Context: an optimization exercise on an open-source flow, tuned for small area. The choices shown serve that exercise and are no tape-out recipe. In this exercise RTL edits were held to simulation tests only and were not proved equivalent to the original.

== old ==
## led_matrix
module led_matrix #(
    parameter integer T_GAP = 256    
) (
    input  wire        clk,
    input  wire        rst,          
    input  wire [31:0] cmd_data,
    input  wire        cmd_valid,
    output wire        cmd_ready,
    input  wire [1:0]  ra,
    output reg  [31:0] rd_data,
    output wire [7:0]  tx_data,
    output wire        tx_valid,
    input  wire        tx_ready
);
    localparam [2:0] OP_MAP   = 3'b001;
    localparam [2:0] OP_SETPX = 3'b010;
    localparam [2:0] OP_FLUSH = 3'b011;
    localparam [2:0] OP_CLEAR = 3'b100;
    localparam [2:0] OP_DRAW  = 3'b101;
    localparam [2:0] F_ILLEGAL  = 3'd1;
    localparam [2:0] F_RESERVED = 3'd2;
    localparam [2:0] F_COORD    = 3'd3;
    localparam [2:0] F_INDEX    = 3'd4;
    localparam [2:0] F_GLYPH    = 3'd5;
    localparam integer GAP_TURNS = (T_GAP - 2 + 24) / 25 + 1;    
    localparam [4:0]   GAP_INIT  = GAP_TURNS - 1;
    reg [599:0] ring;             
    reg [4:0]   pix;              
    reg         clr;              
    reg [31:0]  cmd_q;            
    reg         busy;             
    reg         fr;               
    reg         fault;
    reg [4:0]   last_idx;
    reg         txv;              
    reg [4:0]   d;                
    reg         gp;               
    wire [7:0]  txd = cmd_q[28:21];   
    wire [1:0]  kc  = cmd_q[20:19];   
    wire [2:0] op    = cmd_q[31:29];
    wire [2:0] row   = cmd_q[5:3];
    wire [2:0] col   = cmd_q[2:0];
    wire [4:0] idx   = cmd_q[28:24];
    wire [3:0] glyph = cmd_q[3:0];
    reg        dec_fault;
    reg [2:0]  dec_fcode;
    always @(*) begin
        dec_fault = 1'b0;
        dec_fcode = 3'd0;
        case (op)
            OP_MAP: begin
                if (cmd_q[28:6] != 23'd0) begin
                    dec_fault = 1'b1; dec_fcode = F_RESERVED;
                end else if (row > 3'd4 || col > 3'd4) begin
                    dec_fault = 1'b1; dec_fcode = F_COORD;
                end
            end
            OP_SETPX: begin
                if (idx > 5'd24) begin
                    dec_fault = 1'b1; dec_fcode = F_INDEX;
                end
            end
            OP_FLUSH, OP_CLEAR: begin
                if (cmd_q[28:0] != 29'd0) begin
                    dec_fault = 1'b1; dec_fcode = F_RESERVED;
                end
            end
            OP_DRAW: begin
  ...
Size in the first run: roughly 1000 cells after synthesis, roughly 15000 um^2 of cells after synthesis.
==> flow/config.mk <==
export PLATFORM = sky130hd
export DESIGN_NAME = led_matrix
export DESIGN_NICKNAME = led_matrix
export VERILOG_FILES = /design/flow/design.v
export SDC_FILE = /design/flow/constraint.sdc
export NUM_CORES = 4
export LEC_CHECK = 0
export CAP_MARGIN = 20
export CORE_MARGIN = 2
export CORE_UTILIZATION = 65
export SLEW_MARGIN = 20
==> flow/constraint.sdc <==
create_clock -name core_clock -period 10.0 [get_ports {clk}]
set_input_delay 2.0000 -clock core_clock [delete_from_list [all_inputs] [get_ports {clk}]]
set_output_delay 2.0000 -clock core_clock [all_outputs]
set_load 0.01 [all_outputs]
standard.sh (not shown) runs the stock make flow with config.mk's settings and CLKGATE_MAP_FILE= SYNTH_SCRIPT=/design/flow/synth_recipe.tcl, a recipe that flattens the netlist after the stock synthesis.
==> flow/flow/run.sh <==
#!/bin/bash
# The standard layout with three changes:
#  1. after the standard synthesis, its combinational logic is re-mapped by
#     ABC with an area-oriented script (remap.tcl); every register is kept
#     as the standard synthesis made it (instance name, cell type, nets);
#  2. port buffers use the smallest buffer cell;
#  3. clock tree synthesis uses clkbuf_8 with set sink clusters and no
#     dummy loads.
# Each tool's output goes to a log file of its own in this folder.
set -euo pipefail
cd "$(dirname "$0")/.."
export BUFFER_PORTS_ARGS="-buffer_cell sky130_fd_sc_hd__buf_1"
export CTS_ARGS="-sink_clustering_enable -repair_clock_nets -dont_use_dummy_load -buf_list sky130_fd_sc_hd__clkbuf_8 -sink_clustering_size 21 -sink_clustering_max_diameter 35"

bash standard.sh synth > synth_standard.log 2>&1

RES=orfs/results/${FLOW_PLATFORM}/led_matrix/base
PDIR=${FLOW_HOME}/platforms/${FLOW_PLATFORM}
LIB=${PDIR}/lib/sky130_fd_sc_hd__tt_025C_1v80.lib
YOSYS=$(command -v yosys || echo "${FLOW_HOME}/../tools/install/yosys/bin/yosys")
mkdir -p remap
python3 flow/split_lib.py "$LIB" remap/comb.lib remap/seq.lib > remap/split_lib.log 2>&1
sed -n '/DONT_USE_CELLS/,/^$/p' "${PDIR}/config.mk" | grep -o 'sky130_fd_sc_hd__[A-Za-z0-9_]*' > remap/dont_use.txt
printf 'strash\ndc2\ndch\namap\n' > remap/area.abc
printf 'set_driving_cell sky130_fd_sc_hd__buf_1\nset_load 5\n' > remap/abc.constr
cp "$RES/1_2_yosys.v" remap/standard_synth.v
REMAP_IN=remap/standard_synth.v REMAP_OUT=remap/remapped.v \
REMAP_SEQ_LIB=remap/seq.lib REMAP_COMB_LIB=remap/comb.lib REMAP_LIB="$LIB" \
REMAP_DONT_USE="$(cat remap/dont_use.txt | tr '\n' ' ')" \
REMAP_ABC=remap/area.abc REMAP_CONSTR=remap/abc.constr \
  "$YOSYS" -c flow/remap.tcl > remap_yosys.log 2>&1
cp remap/remapped.v "$RES/1_2_yosys.v"
rm -f "$RES/1_synth.odb"

bash standard.sh > standard_flow.log 2>&1
Other scripts of this flow, unchanged in this note and not shown: flow/flow/remap.tcl, flow/flow/split_lib.py
#### Input delta (new over old)
- SLEW_MARGIN: 20 -> 0
- CAP_MARGIN: 20 -> 0
-- flow/flow/run.sh --
<<< old, line 11
cd "$(dirname "$0")/.."
export BUFFER_PORTS_ARGS="-buffer_cell sky130_fd_sc_hd__buf_1"
export CTS_ARGS="-sink_clustering_enable -repair_clock_nets -dont_use_dummy_load -buf_list sky130_fd_sc_hd__clkbuf_8 -sink_clustering_size 21 -sink_clustering_max_diameter 35"

bash standard.sh synth > synth_standard.log 2>&1
>>> new, line 11
cd "$(dirname "$0")/.."
export BUFFER_PORTS_ARGS="-buffer_cell sky130_fd_sc_hd__buf_1"
export CTS_ARGS="-sink_clustering_enable -repair_clock_nets -dont_use_dummy_load -buf_list sky130_fd_sc_hd__clkbuf_8 -sink_clustering_size 20 -sink_clustering_max_diameter 80"

bash standard.sh synth > synth_standard.log 2>&1
==> run notes <==
- The fraction of standard cell area that is sequential number comes out lower for old vs new.
- Diff old -> new | worst setup slack | decrease of 0.0062 ns
- Between old and new, the difference in met2 capacity usage during global routing is negligible.
- new reports a lower ratio of cells with drive above 1 in the final layout than old does.
- The routed wirelength normalized by instance count reported for new is greater than that of old by 0.92%.
- Final design area excluding fillers, new vs old: down slightly
- met1 usage in global routing of old is on par with new.
- Lower clock period minus worst slack goes to old over new.
- [new vs old] relative area change from synthesis to final layout: lower in new
- Clock skew after layout: old and new compared, higher one is old
- Wire length reported by the detailed router: new vs old, no meaningful difference

-- what the ideal ports hide --
In the flow no input, the clock included, has a driving cell. The finished layouts below were timed again as built, in two steps. Step 1 assumes that a clkbuf_16 drives the clock port and a buf_2 every other input. Step 2 times the ports against the registers' clock, not the clock port: input delays grow and output delays shrink by t, the midpoint of the rising clock arrivals with the driver on. a / b / c = ideal / step 1 / step 2; a / b = the first two.
run	t (ns)	setup slack, ns	hold slack, ns	worst data-port slew with drivers (ns)
old	0.604	4.724 / 4.703 / 4.703	0.256 / 0.256 / 0.256	0.05
new	0.576	4.718 / 4.697 / 4.697	0.250 / 0.250 / 0.250	0.05
After both steps every run listed still meets setup and hold.
